Source: an optimization exercise on an open RTL-to-GDS flow (aim: a short achievable clock period and few clock cycles). Production flows keep margins and buffers that such runs may drop. Function was not checked in any run shown here: the RTL went through the layout flow alone. Power and IR drop assume default switching activity.

`config.mk`:
```
export PLATFORM = sky130hd
export DESIGN_NAME = dsrb_bridge
export DESIGN_NICKNAME = dsrb_bridge
export VERILOG_FILES = /design/flow/design.v
export SDC_FILE = /design/flow/constraint.sdc
export NUM_CORES = 4
export LEC_CHECK = 0
export ABC_CLOCK_PERIOD_IN_PS = 3000
export CAP_MARGIN = 20
export CORE_MARGIN = 2
export CORE_UTILIZATION = 40
export PLACE_DENSITY = 0.6
export SETUP_SLACK_MARGIN = 5
export SLEW_MARGIN = 20
```
`constraint.sdc`:
```
create_clock -name core_clock -period 9.0 [get_ports {clk}]
set_input_delay 1.8000 -clock core_clock [delete_from_list [all_inputs] [get_ports {clk}]]
set_output_delay 1.8000 -clock core_clock [all_outputs]
set_load 0.01 [all_outputs]
```
`design.v`:
```
module dsrb_bridge (
    input  wire        clk,
    input  wire        rst,           
    input  wire        in_valid,
    output wire        in_ready,
    input  wire [15:0] in_data,
    input  wire        in_last,
    output wire        out_valid,
    input  wire        out_ready,
    output wire [15:0] out_data,
    output wire        out_last,
    output wire [1:0]  out_evt,       
    output wire        led_rx,
    output wire        led_tx,
    output wire        reset_line,
    output wire        clk_frozen,
    output wire        uart_en
);
    localparam [5:0] MASK        = 6'd63;    
    localparam [7:0] THRESH      = 8'd24;
    localparam [7:0] EP_IN_SIZE  = 8'd32;
    localparam [7:0] EP_OUT_SIZE = 8'd48;
    localparam [7:0] FLUSH_TICKS = 8'd4;
    localparam [7:0] PULSE_TICKS = 8'd10;
    localparam [2:0] ST_UNATT = 3'd0, ST_POWERED = 3'd1, ST_SUSP = 3'd2,
                     ST_DEFAULT = 3'd3, ST_ADDR = 3'd4, ST_CONF = 3'd5;
    localparam [3:0] RS_OK = 4'h0, RS_NO = 4'h1, RS_PEND = 4'h2, RS_IGN = 4'h3, RS_FAULT = 4'hF;
    localparam [7:0] WMAX   = 8'd54;
    localparam       QDEPTH = 32;            
    reg [7:0]  rxbuf [0:63];
    reg [7:0]  txbuf [0:63];
    reg [5:0]  rxw, rxr, txw, txr;
    reg [5:0]  occ_rx, occ_tx;
    reg [2:0]  dstate, prev;
    reg [7:0]  config_r;
    reg        ien_susp, ien_wake;
    reg        bridge, flush_pend, rx_ovr;
    reg [1:0]  flush_cnt;
    reg [3:0]  pulse_rx, pulse_tx;
    reg [31:0] lc_baud;
    reg        baud_nz;                  
    reg [7:0]  lc_fmt, lc_par, lc_bits;
    reg [15:0] cls;
    reg [3:0]  fault_code;
    reg        fault_multi;
    reg [7:0]  fault_cmd;
    reg [7:0]  pb [0:5];                 
    reg [63:0] rx_pend;
    reg [15:0] iq_data [0:3];
    reg        iq_last [0:3];
    reg        iq_word [0:3];
    reg [5:0]  iq_inc  [0:3];
    reg [1:0]  iq_wp, iq_rp;
    reg [2:0]  iq_cnt;
    reg        in_ready_r;
    reg        exp_word;                 
    reg [7:0]  wown;                     
    reg [5:0]  lastinc;                  
    reg [3:0]  npush;                    
    reg [5:0]  ncmd;                     
    reg [5:0]  pred_i;                   
    reg [5:0]  pred_m;                   
    assign in_ready = in_ready_r;
    wire acc   = in_valid & in_ready_r;
    wire acc_w = acc & exp_word;
    wire in_is_instep = (in_data[12:8] == 5'h08) & in_data[0];
    wire in_is_getlc  = (in_data[12:8] == 5'h18);
    wire in_is_push   = (in_data[12:8] == 5'h01);
    wire [5:0] inc_now = in_is_instep ? pred_i : (in_is_getlc ? 6'd8 : 6'd1);
    wire [6:0] sum_now = {1'b0, occ_rx} + {3'b000, npush};
    wire [5:0] pred_i_nx = (sum_now >= 7'd31) ? 6'd33 : (sum_now[5:0] + 6'd2);
    wire [5:0] pred_m_nx = (sum_now >= 7'd30) ? 6'd33 :
                           ((sum_now < 7'd5) ? 6'd8 : (sum_now[5:0] + 6'd3));
    wire [8:0] wbase = {1'b0, wown} + {3'b000, lastinc} + {3'b000, pred_m};
    wire c_0 = (wbase                    <= {1'b0, WMAX});
    wire c_1 = (wbase                    <= {1'b0, WMAX} - 9'd1);
    wire c_8 = (wbase                    <= {1'b0, WMAX} - 9'd8);
    wire c_i = (wbase + {3'b000, pred_i} <= {1'b0, WMAX});
    wire w_ok = !acc_w ? c_0 : (in_is_instep ? c_i : (in_is_getlc ? c_8 : c_1));
    wire iq_ok  = ({1'b0, iq_cnt} + {3'b000, acc}) <= 4'd3;
    wire cmd_ok = ({1'b0, ncmd} + {6'd0, acc_w}) <= (QDEPTH - 2);
    wire exp_word_nx = acc ? in_last : exp_word;
    reg        d_valid, d_word, d_last, d_ok;
    reg [15:0] d_cmd;
    reg [7:0]  d_byte;
    reg [2:0]  d_pidx;                   
    reg [5:0]  d_inc;
    reg [3:0]  d_fcode;
    reg        d_op01, d_op09, d_op19;   
    reg        f_rxpush, f_rxpop, f_rxocc, f_txpush, f_txpop, f_txocc, f_ringrst,
               f_instep, f_outstep, f_tick, f_csrrd, f_vbus, f_susp, f_wake,
               f_eorst, f_addr, f_setcfg, f_getlc, f_setlc, f_setcls, f_sendbrk,
               f_unsup, f_dev;
    reg [15:0] cur_cmd;
    reg [5:0]  cur_inc;
    reg [7:0]  pcnt;
    wire [15:0] h_data = iq_data[iq_rp];
    wire        h_last = iq_last[iq_rp];
    wire        h_word = iq_word[iq_rp];
    wire [5:0]  h_inc  = iq_inc[iq_rp];
    wire        iq_ne  = (iq_cnt != 3'd0);
    wire [15:0] dc_cmd  = h_word ? h_data : cur_cmd;
    wire [7:0]  dc_cnt  = h_word ? 8'd0 : (pcnt + 8'd1);    
    wire [2:0]  dc_port = dc_cmd[15:13];
    wire [4:0]  dc_op   = dc_cmd[12:8];
    wire [7:0]  dc_d8   = dc_cmd[7:0];
    reg       illegal, owner_ok;
    reg [7:0] resv;
    reg [7:0] plen;
    reg [3:0] fcode;
    always @(*) begin
        illegal  = (dc_port == 3'd7) || (dc_op >= 5'h0B && dc_op <= 5'h0E) || dc_op == 5'h16 || dc_op == 5'h17;
        case (dc_op)
            5'h00:                         owner_ok = 1'b1;
            5'h01:                         owner_ok = (dc_port == 3'd0);
            5'h05:                         owner_ok = (dc_port == 3'd1);
            5'h02, 5'h03, 5'h04, 5'h06,
            5'h08, 5'h09:                  owner_ok = (dc_port == 3'd2);
            5'h07, 5'h10, 5'h11, 5'h12,
            5'h13, 5'h14, 5'h15:           owner_ok = (dc_port == 3'd3);
            5'h0A:                         owner_ok = (dc_port == 3'd5);
            5'h0F:                         owner_ok = (dc_port == 3'd6);
            default:                       owner_ok = (dc_port == 3'd4);    
        endcase
        case (dc_op)
            5'h07:                                         resv = 8'hFC;
            5'h08, 5'h10:                                  resv = 8'hFE;
            5'h01, 5'h04, 5'h09, 5'h0F, 5'h15,
            5'h1C, 5'h1D, 5'h1E, 5'h1F:                    resv = 8'h00;
            default:                                       resv = 8'hFF;
        endcase
        case (dc_op)
            5'h19:                          plen = 8'd7;
            5'h1A, 5'h1B:                   plen = 8'd2;
            5'h09, 5'h1C, 5'h1D, 5'h1E, 5'h1F: plen = dc_d8;
            default:                        plen = 8'd0;
        endcase
        if (illegal)                                  fcode = 4'd1;
        else if (!owner_ok)                           fcode = 4'd2;
        else if ((dc_d8 & resv) != 8'd0)              fcode = 4'd3;
        else if (dc_cnt != plen)                      fcode = 4'd4;
        else if (dc_op == 5'h09 && dc_d8 > EP_OUT_SIZE) fcode = 4'd5;
        else                                          fcode = 4'd0;
    end
    wire dc_ok = (fcode == 4'd0);
    wire [7:0] d8 = d_cmd[7:0];
    wire [5:0] free_tx = ~occ_tx;
    reg        p_valid;
    reg [3:0]  p_status;
    reg        p_v;
    reg [7:0]  p_imm;
    reg [1:0]  p_sel;                    
    reg [5:0]  p_ptr;
    reg [5:0]  p_plen;
    reg        p_lc;
    reg [1:0]  p_evt;
    reg [7:0]  p_idx;
    reg [5:0]  p_inc;
    reg        o_valid;
    reg [5:0]  o_left;
    reg        o_lc;
    wire       q_empty;
    reg        lc_busy;                  
    wire st_push = f_rxpush & rx_pend[rxw];
    wire st_lc   = f_setlc & lc_busy;
    wire go_raw  = d_valid & !st_lc;             
    wire e_go    = go_raw & !st_push;
    wire ex_raw  = go_raw & d_last;
    wire ex      = e_go & d_last;
    reg [5:0] sp_addr;
    reg [5:0] sp_room;
    wire ctl_state = (dstate == ST_DEFAULT) || (dstate == ST_ADDR) || (dstate == ST_CONF);
    wire lc_valid  = (pb[4] == 8'd0 || pb[4] == 8'd2) && (pb[5] <= 8'd2) &&
                     (d_byte >= 8'd5 && d_byte <= 8'd8);
    wire pb_baud_nz = (pb[0] != 8'd0) || (pb[1] != 8'd0) || (pb[2] != 8'd0) || (pb[3] != 8'd0);
    wire rx_full  = (occ_rx == MASK);
    wire rx_empty = (occ_rx == 6'd0);
    wire tx_full  = (occ_tx == MASK);
    wire tx_empty = (occ_tx == 6'd0);
    wire [5:0] k  = occ_rx[5] ? 6'd32 : occ_rx;
    wire do_rxpush = f_rxpush & bridge & !rx_full;
    wire do_rxpop  = f_rxpop & !rx_empty;
    wire do_drain  = f_instep & bridge & d8[0] &
                     (occ_rx[5] | (occ_rx[4] & occ_rx[3]) | (flush_pend & !rx_empty));
    wire do_txpush = f_txpush & bridge & !tx_full;
    wire do_txpop  = f_txpop & !tx_empty;
    wire os_fit    = ({2'b00, free_tx} >= d8);
    wire do_outstep = f_outstep & bridge & os_fit;
    reg  [2:0] dv_dstate, dv_prev;
    reg  [7:0] dv_config;
    reg        dv_ien_susp, dv_ien_wake;
    reg        dv_cls_clr, dv_rings_clr, dv_tx_clr, dv_flush_clr, dv_lc_we, dv_baud_nz;
    reg  [3:0] dv_status;
    always @(*) begin
        dv_dstate = dstate; dv_prev = prev; dv_config = config_r;
        dv_ien_susp = ien_susp; dv_ien_wake = ien_wake;
        dv_cls_clr = 1'b0; dv_rings_clr = 1'b0; dv_tx_clr = 1'b0; dv_flush_clr = 1'b0;
        dv_lc_we = 1'b0; dv_baud_nz = baud_nz;
        dv_status = RS_OK;
        if (f_vbus) begin
            if (d8[0]) begin
                if (dstate == ST_UNATT) dv_dstate = ST_POWERED;
                else dv_status = RS_IGN;
            end else begin
                if (dstate == ST_UNATT) dv_status = RS_IGN;
                else begin
                    dv_dstate = ST_UNATT; dv_prev = 3'd0; dv_config = 8'd0;
                    dv_ien_susp = 1'b1; dv_ien_wake = 1'b0;
                    dv_cls_clr = 1'b1; dv_rings_clr = 1'b1;
                end
            end
        end
        if (f_susp) begin
            if (ien_susp && (dstate == ST_POWERED || dstate == ST_DEFAULT ||
                             dstate == ST_ADDR || dstate == ST_CONF)) begin
                dv_prev = dstate; dv_dstate = ST_SUSP;
                dv_ien_susp = 1'b0; dv_ien_wake = 1'b1;
            end else dv_status = RS_IGN;
        end
        if (f_wake) begin
            if (ien_wake && dstate == ST_SUSP) begin
                dv_dstate = (prev == ST_ADDR || prev == ST_CONF) ? prev : ST_POWERED;
                dv_prev = 3'd0;
                dv_ien_susp = 1'b1; dv_ien_wake = 1'b0;
            end else dv_status = RS_IGN;
        end
        if (f_eorst) begin
            dv_dstate = ST_DEFAULT; dv_prev = 3'd0; dv_config = 8'd0;
            dv_ien_susp = 1'b1; dv_ien_wake = 1'b0;
            dv_cls_clr = 1'b1;
        end
        if (f_addr) begin
            if (dstate == ST_DEFAULT) dv_dstate = ST_ADDR;
            else dv_status = RS_IGN;
        end
        if (f_setcfg) begin
            if (dstate == ST_ADDR || dstate == ST_CONF) begin
                if (d8 != 8'd0) begin
                    dv_dstate = ST_CONF; dv_config = d8;
                    dv_rings_clr = 1'b1; dv_flush_clr = 1'b1;
                end else begin
                    dv_dstate = ST_ADDR; dv_config = 8'd0;
                end
            end else dv_status = RS_IGN;
        end
        if (f_setlc) begin
            if (!ctl_state || !lc_valid) dv_status = RS_IGN;
            else begin
                dv_lc_we = 1'b1; dv_baud_nz = pb_baud_nz; dv_tx_clr = 1'b1;
            end
        end
    end
    wire dv_gate   = (dv_dstate == ST_CONF) && dv_baud_nz;
    wire gate_off  = f_dev & bridge & !dv_gate;     
    wire gate_on   = f_dev & !bridge & dv_gate;
    wire clr_rx    = gate_off | (f_dev & dv_rings_clr) | (f_ringrst & d8[0]);
    wire clr_tx    = gate_off | (f_dev & (dv_rings_clr | dv_tx_clr)) | (f_ringrst & d8[1]);
    reg [3:0] r_status;
    reg       r_v;
    reg [7:0] r_imm;
    reg [1:0] r_sel;
    reg [5:0] r_ptr;
    reg [5:0] r_plen;
    reg       r_lc;
    reg [1:0] r_evt;
    always @(*) begin
        r_status = RS_OK; r_v = 1'b0; r_imm = 8'd0; r_sel = 2'd0; r_ptr = rxr;
        r_plen = 6'd0; r_lc = 1'b0; r_evt = 2'b00;
        if (!d_ok) begin
            r_status = RS_FAULT; r_v = 1'b1; r_imm = {4'd0, d_fcode};
        end
        if (f_rxpush && !do_rxpush) r_status = RS_NO;
        if (f_rxpop) begin
            if (!do_rxpop) r_status = RS_NO;
            else begin r_v = 1'b1; r_sel = 2'd1; end
        end
        if (f_rxocc) begin r_v = 1'b1; r_imm = {2'b00, occ_rx}; end
        if (f_txpush && !do_txpush) r_status = RS_NO;
        if (f_txpop) begin
            if (!do_txpop) r_status = RS_NO;
            else begin r_v = 1'b1; r_sel = 2'd2; r_ptr = txr; end
        end
        if (f_txocc) begin r_v = 1'b1; r_imm = {2'b00, occ_tx}; end
        if (f_instep) begin
            if (!do_drain) r_status = RS_NO;
            else begin r_v = 1'b1; r_imm = {2'b00, k}; r_plen = k; end
        end
        if (f_outstep) begin
            if (!bridge) r_status = RS_NO;
            else if (os_fit) begin r_v = 1'b1; r_imm = d8; end
            else begin r_status = RS_PEND; r_v = 1'b1; r_imm = {2'b00, free_tx}; end
        end
        if (f_csrrd) begin r_v = 1'b1; r_sel = 2'd3; end
        if (f_getlc) begin
            if (!ctl_state) r_status = RS_IGN;
            else begin r_v = 1'b1; r_imm = 8'd7; r_plen = 6'd7; r_lc = 1'b1; end
        end
        if (f_setcls || f_sendbrk) begin
            if (!ctl_state) r_status = RS_IGN;
        end
        if (f_unsup) r_status = RS_IGN;
        if (f_dev) r_status = dv_status;
        if (f_eorst) r_evt = 2'b10;
        if (f_setlc && dv_lc_we) r_evt = 2'b01;
    end
    wire [63:0] drain_mask;
    genvar gi;
    generate
        for (gi = 0; gi < 64; gi = gi + 1) begin : g_dm
            localparam [5:0] IDX = gi;
            wire [5:0] off = IDX - rxr;
            assign drain_mask[gi] = occ_rx[5] ? !off[5] : (off < occ_rx);
        end
    endgenerate
    reg [7:0] csr;
    always @(*) begin
        case (p_idx)
            8'h00: csr = {2'b00, rxw};
            8'h01: csr = {2'b00, rxr};
            8'h02: csr = {2'b00, txw};
            8'h03: csr = {2'b00, txr};
            8'h04: csr = {1'b0, prev, 1'b0, dstate};
            8'h05: csr = {4'b0000, 1'b1, ien_wake, ien_susp, 1'b1};
            8'h06: csr = config_r;
            8'h07: csr = {5'b00000, rx_ovr, flush_pend, bridge};
            8'h08: csr = {6'd0, flush_cnt};
            8'h09: csr = {4'd0, pulse_rx};
            8'h0A: csr = {4'd0, pulse_tx};
            8'h0B: csr = {3'b000, baud_nz, (dstate == ST_SUSP), cls[0],
                          (pulse_tx != 4'd0), (pulse_rx != 4'd0)};
            8'h0C: csr = {fault_multi, 3'b000, fault_code};
            8'h0D: csr = fault_cmd;
            8'h10: csr = lc_baud[7:0];
            8'h11: csr = lc_baud[15:8];
            8'h12: csr = lc_baud[23:16];
            8'h13: csr = lc_baud[31:24];
            8'h14: csr = lc_fmt;
            8'h15: csr = lc_par;
            8'h16: csr = lc_bits;
            8'h18: csr = cls[7:0];
            8'h19: csr = cls[15:8];
            8'h20: csr = {2'b00, MASK};
            8'h21: csr = {2'b00, MASK};
            8'h22: csr = THRESH;
            8'h23: csr = EP_IN_SIZE;
            8'h24: csr = EP_OUT_SIZE;
            8'h25: csr = FLUSH_TICKS;
            8'h26: csr = PULSE_TICKS;
            default: csr = 8'h00;
        endcase
    end
    reg [7:0] p_data;
    always @(*) begin
        case (p_sel)
            2'd0: p_data = p_imm;
            2'd1: p_data = rxbuf[p_ptr];
            2'd2: p_data = txbuf[p_ptr];
            default: p_data = csr;
        endcase
    end
    wire [4:0] p_lvl = {baud_nz, (dstate == ST_SUSP), cls[0], (pulse_tx != 4'd0), (pulse_rx != 4'd0)};
    localparam QW = 33;
    reg [QW-1:0] q_mem [0:QDEPTH-1];
    reg [4:0]    q_wp, q_rp;
    reg [5:0]    q_cnt;
    assign q_empty = (q_cnt == 6'd0);
    wire [QW-1:0] q_in = {p_status, p_v, p_data, p_evt, p_lvl, p_plen, p_lc, p_ptr};
    wire [QW-1:0] q_hd = q_mem[q_rp];
    wire [3:0] qh_status = q_hd[32:29];
    wire       qh_v      = q_hd[28];
    wire [7:0] qh_data   = q_hd[27:20];
    wire [1:0] qh_evt    = q_hd[19:18];
    wire [4:0] qh_lvl    = q_hd[17:13];
    wire [5:0] qh_plen   = q_hd[12:7];
    wire       qh_lc     = q_hd[6];
    wire [5:0] qh_ptr    = q_hd[5:0];
    reg [15:0] o_data;
    reg        o_last;
    reg [1:0]  o_evt;
    reg [4:0]  o_lvl;
    reg [5:0]  o_ptr;
    reg [2:0]  o_lci;
    assign out_valid  = o_valid;
    assign out_data   = o_data;
    assign out_last   = o_last;
    assign out_evt    = o_evt;
    assign led_rx     = o_lvl[0];
    assign led_tx     = o_lvl[1];
    assign reset_line = o_lvl[2];
    assign clk_frozen = o_lvl[3];
    assign uart_en    = o_lvl[4];
    reg [7:0] lc_byte;
    always @(*) begin
        case (o_lci)
            3'd0: lc_byte = lc_baud[7:0];
            3'd1: lc_byte = lc_baud[15:8];
            3'd2: lc_byte = lc_baud[23:16];
            3'd3: lc_byte = lc_baud[31:24];
            3'd4: lc_byte = lc_fmt;
            3'd5: lc_byte = lc_par;
            default: lc_byte = lc_bits;
        endcase
    end
    wire [7:0] pay_byte = o_lc ? lc_byte : rxbuf[o_ptr];
    wire o_adv   = !o_valid | out_ready;
    wire o_moved = o_valid & out_ready;
    wire o_pay   = o_adv & (o_left != 6'd0);
    wire q_pop   = o_adv & (o_left == 6'd0) & !q_empty;
    always @(posedge clk) begin
        if (ex && do_rxpush)
            rxbuf[rxw] <= d8;
        if (ex_raw && do_txpush)
            txbuf[txw] <= d8;
        else if (go_raw && !d_word && d_op09 && (sp_room != 6'd0))
            txbuf[sp_addr] <= d_byte;
        if (go_raw && !d_word && d_pidx < 3'd6)
            pb[d_pidx] <= d_byte;
    end
    always @(posedge clk) begin
        if (rst) begin
            in_ready_r <= 1'b0;
            exp_word <= 1'b1;
            iq_wp <= 2'd0; iq_rp <= 2'd0; iq_cnt <= 3'd0;
            wown <= 8'd0; lastinc <= 6'd0; npush <= 4'd0; ncmd <= 6'd0;
            pred_i <= 6'd33; pred_m <= 6'd33;
            d_valid <= 1'b0;
            cur_cmd <= 16'd0; cur_inc <= 6'd0; pcnt <= 8'd0;
            sp_addr <= 6'd0; sp_room <= 6'd0;
            p_valid <= 1'b0;
            q_wp <= 5'd0; q_rp <= 5'd0; q_cnt <= 6'd0;
            o_valid <= 1'b0; o_left <= 6'd0; o_lc <= 1'b0; o_ptr <= 6'd0; o_lci <= 3'd0;
            o_data <= 16'd0; o_last <= 1'b0; o_evt <= 2'b00; o_lvl <= 5'd0;
            lc_busy <= 1'b0;
            rx_pend <= 64'd0;
            rxw <= 6'd0; rxr <= 6'd0; txw <= 6'd0; txr <= 6'd0;
            occ_rx <= 6'd0; occ_tx <= 6'd0;
            dstate <= ST_UNATT; prev <= 3'd0; config_r <= 8'd0;
            ien_susp <= 1'b1; ien_wake <= 1'b0;
            bridge <= 1'b0; flush_pend <= 1'b0; rx_ovr <= 1'b0;
            flush_cnt <= 2'd0; pulse_rx <= 4'd0; pulse_tx <= 4'd0;
            lc_baud <= 32'd0; baud_nz <= 1'b0; lc_fmt <= 8'd0; lc_par <= 8'd0; lc_bits <= 8'd0;
            cls <= 16'd0;
            fault_code <= 4'd0; fault_multi <= 1'b0; fault_cmd <= 8'd0;
        end else begin
            if (acc) begin
                iq_data[iq_wp] <= in_data;
                iq_last[iq_wp] <= in_last;
                iq_word[iq_wp] <= exp_word;
                iq_inc[iq_wp]  <= inc_now;
                iq_wp <= iq_wp + 2'd1;
            end
            exp_word <= exp_word_nx;
            in_ready_r <= iq_ok && cmd_ok && (!exp_word_nx || w_ok);
            lastinc <= acc_w ? inc_now : 6'd0;
            wown <= wown + {2'b00, lastinc}
                         - (p_valid ? ({2'b00, p_inc} - {2'b00, p_plen} - 8'd1) : 8'd0)
                         - {7'd0, o_moved};
            npush <= npush + {3'd0, acc_w & in_is_push} - {3'd0, ex & d_op01};
            ncmd <= ncmd + {5'd0, acc_w} - {5'd0, q_pop};
            pred_i <= pred_i_nx;
            pred_m <= pred_m_nx;
            if (iq_ne && (!d_valid || e_go)) begin
                iq_rp <= iq_rp + 2'd1;
                d_valid <= 1'b1;
                d_word  <= h_word;
                d_last  <= h_last;
                d_cmd   <= dc_cmd;
                d_byte  <= h_data[7:0];
                d_pidx  <= (pcnt > 8'd6) ? 3'd7 : pcnt[2:0];
                d_inc   <= h_word ? h_inc : cur_inc;
                d_fcode <= fcode;
                d_ok    <= dc_ok;
                d_op01  <= (dc_op == 5'h01);
                d_op09  <= (dc_op == 5'h09);
                d_op19  <= (dc_op == 5'h19);
                f_rxpush  <= dc_ok && h_last && (dc_op == 5'h01);
                f_rxpop   <= dc_ok && h_last && (dc_op == 5'h02);
                f_rxocc   <= dc_ok && h_last && (dc_op == 5'h03);
                f_txpush  <= dc_ok && h_last && (dc_op == 5'h04);
                f_txpop   <= dc_ok && h_last && (dc_op == 5'h05);
                f_txocc   <= dc_ok && h_last && (dc_op == 5'h06);
                f_ringrst <= dc_ok && h_last && (dc_op == 5'h07);
                f_instep  <= dc_ok && h_last && (dc_op == 5'h08);
                f_outstep <= dc_ok && h_last && (dc_op == 5'h09);
                f_tick    <= dc_ok && h_last && (dc_op == 5'h0A);
                f_csrrd   <= dc_ok && h_last && (dc_op == 5'h0F);
                f_vbus    <= dc_ok && h_last && (dc_op == 5'h10);
                f_susp    <= dc_ok && h_last && (dc_op == 5'h11);
                f_wake    <= dc_ok && h_last && (dc_op == 5'h12);
                f_eorst   <= dc_ok && h_last && (dc_op == 5'h13);
                f_addr    <= dc_ok && h_last && (dc_op == 5'h14);
                f_setcfg  <= dc_ok && h_last && (dc_op == 5'h15);
                f_getlc   <= dc_ok && h_last && (dc_op == 5'h18);
                f_setlc   <= dc_ok && h_last && (dc_op == 5'h19);
                f_setcls  <= dc_ok && h_last && (dc_op == 5'h1A);
                f_sendbrk <= dc_ok && h_last && (dc_op == 5'h1B);
                f_unsup   <= dc_ok && h_last && (dc_op[4:2] == 3'b111);
                f_dev     <= dc_ok && h_last && ((dc_op[4:3] == 2'b10 && dc_op[2:0] != 3'd7 &&
                                                  dc_op[2:0] != 3'd6) || dc_op == 5'h19);
                if (h_word) begin
                    cur_cmd <= h_data;
                    cur_inc <= h_inc;
                    pcnt <= 8'd0;
                end else begin
                    pcnt <= pcnt + 8'd1;
                end
            end else if (e_go) begin
                d_valid <= 1'b0;
                f_rxpush <= 1'b0; f_rxpop <= 1'b0; f_rxocc <= 1'b0; f_txpush <= 1'b0;
                f_txpop <= 1'b0; f_txocc <= 1'b0; f_ringrst <= 1'b0; f_instep <= 1'b0;
                f_outstep <= 1'b0; f_tick <= 1'b0; f_csrrd <= 1'b0; f_vbus <= 1'b0;
                f_susp <= 1'b0; f_wake <= 1'b0; f_eorst <= 1'b0; f_addr <= 1'b0;
                f_setcfg <= 1'b0; f_getlc <= 1'b0; f_setlc <= 1'b0; f_setcls <= 1'b0;
                f_sendbrk <= 1'b0; f_unsup <= 1'b0; f_dev <= 1'b0;
            end
            iq_cnt <= iq_cnt + {2'd0, acc} - {2'd0, iq_ne && (!d_valid || e_go)};
            if (go_raw && d_word && !d_last) begin
                sp_addr <= txw;
                sp_room <= free_tx;
            end else if (go_raw && !d_word) begin
                sp_addr <= sp_addr + 6'd1;
                if (sp_room != 6'd0) sp_room <= sp_room - 6'd1;
            end
            rx_pend <= (rx_pend & ~((o_pay && !o_lc) ? (64'd1 << o_ptr) : 64'd0))
                     | ((ex_raw && do_drain) ? drain_mask : 64'd0);
            if (ex_raw && clr_rx) begin
                rxw <= 6'd0; rxr <= 6'd0; occ_rx <= 6'd0;
            end else if (ex && do_rxpush) begin
                rxw <= rxw + 6'd1; occ_rx <= occ_rx + 6'd1;
            end else if (ex_raw && do_rxpop) begin
                rxr <= rxr + 6'd1; occ_rx <= occ_rx - 6'd1;
            end else if (ex_raw && do_drain) begin
                rxr <= occ_rx[5] ? {~rxr[5], rxr[4:0]} : rxw;
                occ_rx <= occ_rx[5] ? {1'b0, occ_rx[4:0]} : 6'd0;
            end
            if (ex_raw && f_rxpush && bridge && rx_full) rx_ovr <= 1'b1;
            if (ex_raw && clr_tx) begin
                txw <= 6'd0; txr <= 6'd0; occ_tx <= 6'd0;
            end else if (ex_raw && do_txpush) begin
                txw <= txw + 6'd1; occ_tx <= occ_tx + 6'd1;
            end else if (ex_raw && do_txpop) begin
                txr <= txr + 6'd1; occ_tx <= occ_tx - 6'd1;
            end else if (ex_raw && do_outstep) begin
                txw <= txw + d8[5:0]; occ_tx <= occ_tx + d8[5:0];
            end
            if (ex_raw) begin
                if (gate_off || (f_dev && dv_flush_clr)) begin
                    flush_cnt <= 2'd0; flush_pend <= 1'b0;
                end else if (do_drain) begin
                    flush_pend <= 1'b0;
                end else if (f_tick && bridge) begin
                    if (flush_cnt == 2'd3) flush_pend <= 1'b1;
                    flush_cnt <= flush_cnt + 2'd1;
                end
                if (gate_off) pulse_rx <= 4'd0;
                else if (do_rxpop || do_drain) pulse_rx <= PULSE_TICKS[3:0];
                else if (f_tick && pulse_rx != 4'd0) pulse_rx <= pulse_rx - 4'd1;
                if (gate_off) pulse_tx <= 4'd0;
                else if (do_txpush || (do_outstep && d8 != 8'd0)) pulse_tx <= PULSE_TICKS[3:0];
                else if (f_tick && pulse_tx != 4'd0) pulse_tx <= pulse_tx - 4'd1;
            end
            if (ex_raw && f_dev) begin
                dstate <= dv_dstate; prev <= dv_prev; config_r <= dv_config;
                ien_susp <= dv_ien_susp; ien_wake <= dv_ien_wake;
                baud_nz <= dv_baud_nz;
                if (gate_off) bridge <= 1'b0;
                else if (gate_on) bridge <= 1'b1;
                if (dv_lc_we) begin
                    lc_baud <= {pb[3], pb[2], pb[1], pb[0]};
                    lc_fmt <= pb[4]; lc_par <= pb[5]; lc_bits <= d_byte;
                end
                if (dv_cls_clr) cls <= 16'd0;
            end
            if (ex_raw && f_setcls && ctl_state) cls <= {d_byte, pb[0]};
            if (ex_raw && !d_ok) begin
                if (fault_code == 4'd0) begin
                    fault_code <= d_fcode;
                    fault_cmd  <= d_cmd[15:8];
                end else begin
                    fault_multi <= 1'b1;
                end
            end
            p_valid <= ex;
            if (ex) begin
                p_status <= r_status;
                p_v      <= r_v;
                p_imm    <= r_imm;
                p_sel    <= r_sel;
                p_ptr    <= r_ptr;
                p_plen   <= r_plen;
                p_lc     <= r_lc;
                p_evt    <= r_evt;
                p_idx    <= d8;
                p_inc    <= d_inc;
            end
            if (p_valid) begin
                q_mem[q_wp] <= q_in;
                q_wp <= q_wp + 5'd1;
            end
            q_cnt <= q_cnt + {5'd0, p_valid} - {5'd0, q_pop};
            if (q_pop) q_rp <= q_rp + 5'd1;
            lc_busy <= p_valid | !q_empty | (o_left != 6'd0) | (d_valid & d_last & !d_op19);
            if (o_pay) begin
                o_valid <= 1'b1;
                o_data  <= {8'h00, pay_byte};
                o_last  <= (o_left == 6'd1);
                o_evt   <= 2'b00;
                o_left  <= o_left - 6'd1;
                o_ptr   <= o_ptr + 6'd1;
                o_lci   <= o_lci + 3'd1;
            end else if (q_pop) begin
                o_valid <= 1'b1;
                o_data  <= {qh_status, 3'b000, qh_v, qh_data};
                o_last  <= (qh_plen == 6'd0);
                o_evt   <= qh_evt;
                o_lvl   <= qh_lvl;
                o_left  <= qh_plen;
                o_lc    <= qh_lc;
                o_ptr   <= qh_ptr;
                o_lci   <= 3'd0;
            end else if (o_adv) begin
                o_valid <= 1'b0;
            end
        end
    end
endmodule
```
`run.sh`:
```
#!/bin/bash
# synth_recipe.tcl (not shown) runs the flow's synth.tcl, then flattens the netlist and writes it again
# the make line also repeats each setting of config.mk as NAME=value (left out here)
make -C /OpenROAD-flow-scripts/flow DESIGN_CONFIG=/design/flow/config.mk WORK_HOME=/design/flow/orfs CLKGATE_MAP_FILE= SYNTH_SCRIPT=/design/flow/synth_recipe.tcl finish
```
==> results of run 1 <==
final cells by class:
cell class	count	area (sq um)	share of cell area (%)
well taps	3919	4903	3.616
clock buffers	360	7624	5.621
flip-flops and latches	2676	76660	56.53
repair buffers	288	2823	2.081
clock inverters	150	1669	1.231
diodes	3	7.507	0.005536
multi-input cells	3798	41030	30.25
inverters	237	902.1	0.6652
metal layers:
| layer | vias up | wire length [um] |
|---|---|---|
| met5 | - | 125 |
| li1 | 28760 | - |
| met1 | 36090 | 141600 |
| met3 | 605 | 27800 |
| met4 | 12 | 11620 |
| met2 | 3136 | 159500 |
report_power, final:
part | leakage, nW | switching, mW | internal, mW | total (mW)
registers | 23.9 | 0.735 | 14.8 | 15.5
logic | 14.7 | 5.99 | 4.10 | 10.1
clock network | 4.49 | 4.97 | 6.86 | 11.8
logic make-up (layout without fill, tap and decap cells):
| family | after synthesis | in the layout | share of synthesized area, % |
|---|---|---|---|
| AO/OA/AOI/OAI | 972 | 974 | 5.304 |
| XOR/XNOR | 149 | 149 | 1.107 |
| adder cells (fa/ha/maj) | 292 | 292 | 3.244 |
| buffers and inverters | 645 | 1035 | 2.120 |
| flip-flops | 2676 | 2676 | 64.99 |
| multiplexers | 996 | 996 | 17.66 |
| other | 1 | 8 | 0.003182 |
| AND/OR/NAND/NOR | 1378 | 1382 | 5.575 |
registers in the layout, indices dropped and copies added (netlist names), 16 cells and up, named ones only:
register,flops
rx_pend,64
txbuf,512
iq_inc,24
iq_data,64
cur_cmd,16
d_cmd,16
pb,48
q_mem,1024
rxbuf,512
cls,16
lc_baud,32
Yosys cell counts, drive strengths merged (56+ instances only):
| cell | count | area [sq um] |
|---|---|---|
| edfxtp | 2300 | 69070 |
| mux4 | 860 | 19370 |
| nor2 | 523 | 1966 |
| dfxtp | 376 | 7527 |
| nand2 | 310 | 1164 |
| clkbuf | 288 | 1081 |
| a21oi | 285 | 1426 |
| ha | 268 | 3353 |
| inv | 233 | 874.6 |
| o21ai | 205 | 1026 |
| buf | 120 | 528.0 |
| xnor2 | 111 | 972.2 |
| a211oi | 99 | 743.2 |
| nor3 | 98 | 495.5 |
| nand3 | 91 | 455.4 |
| a21o | 80 | 600.6 |
| mux2i | 80 | 813.3 |
| mux2 | 56 | 630.6 |
worst max-delay path by stage:
stage | from | endpoint | slack [ps]
2_1_floorplan | p_plen[0] | wown[7] | 4740
3_3_place_gp | flip-flop | d_fcode[2] | 3380
3_5_place_dp | flip-flop | f_dev | 3280
4_1_cts | flip-flop | f_csrrd | 4940
5_1_grt | p_inc[0] | wown[7] | 4900
6_report | rxw[4] | rxbuf[48][4] | 5000
worst min-delay path, cell delays in order, from the launching register on:
cell and delay (ps):
dfxtp_1 320, nand2_1 60, a21oi_1 50
timing repair:
| item | in CTS | in global routing |
|---|---|---|
| pin swaps | 30 | 39 |
| buffers inserted | 35 | 39 |
| gates cloned | 8 | 4 |
| resized for setup | 321 | 89 |
| endpoints found under the setup margin | 1481 | 713 |
through the flow:
stage / power (mW) / instance area [sq um] / hold WS (ps)
after global placement: 24.74 / 123500 / 454.3
after floorplan: 21.58 / 118200 / 400.3
after global routing: 38.75 / 135600 / 489.1
after detailed placement: 24.86 / 123600 / 461.5
after CTS: 37.16 / 134800 / 471.1
final: 37.42 / 135600 / 473.7
==> metrics.md, run 1 <==
| Metric | Value |
|---|---|
| Outcome | timing/DRC/antenna clean |
| Hold crit path type | reg2reg |
| Arrival time of the worst setup path | 4490 ps |
| Die area | 0.2990 sq mm |
| Reg-to-reg endpoint | rxbuf[48][4] |
| CTS tree | built |
| Via density | 6.001 |
| Fmax achieved | 250.3 MHz |
| Quantity of I/O buffers inserted on ports | 43 |
| RSZ-0062 raised after global routing | yes |
| Vias | 68600 |
| Stages on the worst setup path | 8 |
| Top delay family on crit path | simple AND/OR/NAND/NOR gates |
| WL final | 340600 um |
| WL/cell | 29.80 um |
| Worst hold endpoint | lc_baud[21] |
| Max Cap Violations | 0 |
| Largest net degree at the start of global routing | 154 |
| Leak | 43.09 nW |
| Post-Synthesis Cells | 7109 |
| Worst-path clk slew | 60 ps |
| Clk sink count | 2676 |
| Syn Std Cell Area | 0.1179 sq mm |
| Starting Density | 40.15% |
| Routing usage on met3 | 3.729% |
| Die Span Y | 546.8 um |
| Tcrit/Tclk final | 44.40% |
| Most frequent CP cell | nor2_2 |
| P per Cell Area | 275.9 mW/mm^2 |
| Most common cell after layout, fill and taps aside | edfxtp_1 |
| Final Critical Period | 3996 ps |
| Worst path bufs/invs | 1 |
| Vias in the first global route | 67840 |
| Most common flop cell mapped by yosys | edfxtp_1 |
| Worst r2r src | rxw[4] |
| Num CTS Buffers | 290 |
| M2 GR Usage | 35.21% |
| First-pass GRT wire length | 489700 um |
| Final setup viols | 0 |
| Worst Slack Setup Final | 5004 ps |
| Crit. End Element | flip-flop |
| Seq/Total Area, Yosys | 64.99% |
| Fin. Hold Viols | 0 |
| Seq cells post-synth | 2676 |
| Most Crowded Layer GR | met2 |
| Root buffer cell | clkbuf_16 |
| Post-DP HPWL | 210200 um |
| Dpl ws | 3279 ps |
| Gr ovfl total | 0 |
| Clock Latency Late Sink | 900 ps |
| Most frequent cells in the layout | 2300 x edfxtp_1, 860 x mux4_2, 387 x nor2_1, 357 x dfxtp_1, 299 x nand2_1 |
| Slew headroom | 6.121% |
| Synth unique cells | 91 |
| Max Transition Viols Final | 0 |
| Non-Filler Instances | 11430 |
| Gp weighted congestion | 0.9522 |
| Final Net Count | 7603 |
| R2R cell count | 8 |
| Critical path type | reg2reg |
| Post-Syn Area per Cell | 16.58 sq um |
| Setup TNS | 0 ps |
| DIE WIDTH | 546.8 um |
| DR DRC count | 0 |
| Worst-margin pin slew | 1395 ps |
| M1 GR Usage | 31.59% |
| Synth async-reset ratio | 0% |
| R2r setup slk | 5000 ps |
| Layout cells sized above 1 | 26.09% |
| Hold buffer count at cts | 0 |
| Core footprint | 0.2936 sq mm |
| EDFF count, synth | 2300 |
| Pre-antenna DRT Iters | 7 |
| Worst Hold Path Cells | 2 |
| Final Core Density | 46.20% |
| Clock skew | 77.12 ps |
| Placed Cells | 10830 |
| GR Util All Layers | 22.29% |
| CP Cell Sequence | or3b_4 > o22ai_1 > a211oi_2 > buf_4 > nand3_2 > nor2_2 > nand2_4 > nor2_2 |
| Max FO, Critical Path | 12 |
| Slowest CP cell | dfxtp_1 |
| Ports | 47 |
| Initial antenna violation count | 13 |
| Clock Path Buffers | 4 |
| # fillers | 24780 |
| FP Rows | 199 |
| Setup crit start kind | flip-flop |
| Number of DRC markers in iteration 0 | 8390 |
| Warnings from Yosys | 1 |
| Start point of the worst hold path | lc_baud[21] |
| Max VDD drop | 0.2527 mV |
| Req. time, crit path | 9490 ps |
| Area grow syn2layout | 15.07% |
| Slowest cell delay on critical path | 790 ps |
| H-Tree Depth | 5 |
| Antenna-violating nets left | 0 |
==> run 2, diff against run 1 <==
--- a/config.mk
+++ b/config.mk
@@ -5,10 +5,8 @@
 export SDC_FILE = /design/flow/constraint.sdc
 export NUM_CORES = 4
 export LEC_CHECK = 0
-export ABC_CLOCK_PERIOD_IN_PS = 3000
 export CAP_MARGIN = 20
 export CORE_MARGIN = 2
 export CORE_UTILIZATION = 40
 export PLACE_DENSITY = 0.6
-export SETUP_SLACK_MARGIN = 5
 export SLEW_MARGIN = 20
==> metrics.md, run 2 <==
| Metric | Value |
|---|---|
| Die area | 0.2990 sq mm |
| Final setup viols | 0 |
| M1 GR Usage | 29.92% |
| Core footprint | 0.2936 sq mm |
| Most Crowded Layer GR | met2 |
| Tcrit/Tclk final | 64.75% |
| Hold buffer count at cts | 0 |
| Max VDD drop | 0.3184 mV |
| Setup crit start kind | flip-flop |
| Largest net degree at the start of global routing | 130 |
| Largest register FFs | 1024 |
| Initial antenna violation count | 8 |
| Leak | 42.05 nW |
| EDFF count, synth | 2300 |
| # fillers | 25130 |
| Slew headroom | 18.49% |
| Fmax achieved | 171.6 MHz |
| Quantity of I/O buffers inserted on ports | 43 |
| GR Util All Layers | 21.09% |
| Final Critical Period | 5828 ps |
| Outcome | timing/DRC/antenna clean |
| Fin. Hold Viols | 0 |
| Slowest cell delay on critical path | 920 ps |
| WL/cell | 28.30 um |
| Clock Latency Late Sink | 860 ps |
| Synth async-reset ratio | 0% |
| Via density | 5.933 |
| Vias in the first global route | 66670 |
| Vias | 67350 |
| WL final | 321300 um |
| RSZ-0062 raised after global routing | no |
| Synth unique cells | 91 |
| Max Transition Viols Final | 0 |
| Gr ovfl total | 0 |
| Num CTS Buffers | 282 |
| Seq/Total Area, Yosys | 64.99% |
| H-Tree Depth | 5 |
| Number of DRC markers in iteration 0 | 7798 |
| Warnings from Yosys | 1 |
| Total power | 35.89 mW |
| Post-Syn Area per Cell | 16.58 sq um |
| Setup TNS | 0 ps |
| Post-DP HPWL | 201200 um |
| Pre-antenna DRT Iters | 8 |
| Seq cells post-synth | 2676 |
| Area grow syn2layout | 12.75% |
| Slowest CP cell | dfxtp_2 |
| Gp weighted congestion | 0.9392 |
| Worst-margin pin slew | 1213 ps |
| Top cell type's share of synthesized area | 58.60% |
| Critical path type | reg2reg |
| Most common flop cell mapped by yosys | edfxtp_1 |
| Most common cell after layout, fill and taps aside | edfxtp_1 |
| Root buffer cell | clkbuf_16 |
| Clk sink count | 2676 |
| Count of cells resized by post-cts repair | 0 |
| Max FO, Critical Path | 59 |
| CP Cell Sequence | mux4_2 > buf_4 > mux2i_1 > ha_1 > nor2_1 > a22oi_1 > o31a_2 > nand3_1 > a211oi_1 > o2111ai_1 > or3_2 > nor4_1 |
| Antenna-violating nets left | 0 |
| Crit. End Element | flip-flop |
| Setup Buffers After CTS | 0 |
| Most frequent cells in the layout | 2300 x edfxtp_1, 860 x mux4_2, 485 x nor2_1, 359 x dfxtp_1, 310 x nand2_1 |
| Hold_ws | 470.9 ps |
| Clock skew | 64.94 ps |
| Worst-path clk slew | 60 ps |
| Most frequent cells after synthesis | 2300 x edfxtp_1, 860 x mux4_2, 522 x nor2_1 |
| Top post-synthesis cells by area | edfxtp_1 59%, mux4_2 16%, dfxtp_1 6.4% |
| P per Cell Area | 270.1 mW/mm^2 |
| Die Span Y | 546.8 um |
| Final Core Density | 45.27% |
| CTS tree | built |
| Layout cells sized above 1 | 22.28% |
| Arrival time of the worst setup path | 6440 ps |
| DIE WIDTH | 546.8 um |
| Max Cap Violations | 0 |
| Count leader, synth | edfxtp_1 |
| Syn Std Cell Area | 0.1179 sq mm |
| Post-Synthesis Cells | 7109 |
| Final Net Count | 7528 |
| DR DRC count | 0 |
| First-pass GRT wire length | 468400 um |
| Req. time, crit path | 9610 ps |
| Routing usage on met3 | 3.038% |
| Hold crit path type | reg2reg |
| Clock Path Buffers | 4 |
| Yosys top cell by area | edfxtp_1 |
| FP Rows | 199 |
| M2 GR Usage | 33.78% |
| Largest registers | q_mem x1024, rxbuf x512, txbuf x512 |
| Starting Density | 40.15% |
| Largest Register | q_mem |
| Ports | 47 |
-- run 2: worst max-delay path, delay by kind of cell (launching register included) --
family | cells | cell delay [ps]
simple gates | 4 | 1520
buf+inv | 1 | 530
compound gates | 4 | 1060
mux | 2 | 940
fa+ha+maj | 1 | 570
flops | 1 | 920
-- run 2: area by class of cell --
cell class              count  area (sq um)  share of cell area (%)
flip-flops and latches   2676         76640                   57.68
multi-input cells        3792         39270                   29.55
clock buffers             357          7620                   5.734
well taps                3919          4903                   3.690
repair buffers            227          1982                   1.491
clock inverters           143          1567                   1.179
inverters                 237         892.1                  0.6713
diodes                      2         5.005                0.003766
-- run 2: stage by stage --
stage                     setup slack (ps)  instance area (sq um)  instances
final                                 3172                 132900      11350
after global routing                  2608                 132900      11350
after CTS                             3030                 132700      11340
after detailed placement              3054                 123500      10840
after global placement                3112                 123500      10840
after floorplan                       3852                 117900       7113
-- run 2: where the power goes --
| group | leakage (nW) | internal [mW] | total, mW | switching, mW |
|---|---|---|---|---|
| combinational | 13.7 | 3.52 | 8.75 | 5.23 |
| sequential | 23.9 | 14.8 | 15.5 | 0.687 |
| clock | 4.46 | 6.86 | 11.7 | 4.84 |
-- run 2: final timing paths --
| kind | slack [ps] | from | endpoint | depth (start not counted) |
|---|---|---|---|---|
| worst max-delay path | 3170 | flip-flop | f_dev | 12 |
| worst max register to register | 3170 | flip-flop | f_dev | 12 |
| worst min-delay path | 470 | lc_baud[2] | lc_baud[2] | 2 |
| worst min register to register | 470 | lc_baud[2] | lc_baud[2] | 2 |
-- run 2: kinds of logic (layout without fill, tap and decap cells) --
kind of cell / Yosys count / in the layout / share of synthesized area (%)
DFF: 2676 / 2676 / 64.99
and+or+nand+nor: 1378 / 1378 / 5.575
AOI/OAI and AO/OA: 972 / 972 / 5.304
xor gates and xnor gates: 149 / 149 / 1.107
buffers and inverters: 645 / 964 / 2.120
adders and majority gates: 292 / 292 / 3.244
muxes: 996 / 996 / 17.66
other: 1 / 7 / 0.003182
-- run 2: layer usage --
layer | share of wire (%) | vias up
li1 | - | 28550
met5 | 0.012 | -
met3 | 7.4 | 504
met2 | 48 | 2951
met1 | 42 | 35340
met4 | 3.1 | 6

-- separate check: timing with driven ports --
Ports are ideal in the flow. The routed layouts listed here were re-timed in OpenROAD.
Step 1 assumes that a clkbuf_16 drives the clock port and a buf_2 every other input.
Step 2 moves the port delays by t, midway between the first and last clock arrival at a register: inputs arrive t later, outputs are due t later. That takes back most of the time a late clock gives input paths.
Three values: no drivers, after step 1, after step 2; two values: the first two.
| run | shift t [ns] | slack for setup (ns) | clock arrival spread, ns | worst register clock-pin slew, ns | cell pins on the clock port's net |
|---|---|---|---|---|---|
| run 1 | 0.953 | 5.004 / 4.948 / 4.157 | 0.077 / 0.078 | 0.07 / 0.07 | 1 |
| run 2 | 0.921 | 3.172 / 3.172 / 3.172 | 0.065 / 0.066 | 0.07 / 0.07 | 1 |
After both steps setup and hold are still met in every run listed. The setup slack of run 1, which loses most, moves by -0.056 ns with the drivers and by -0.847 ns with both steps.
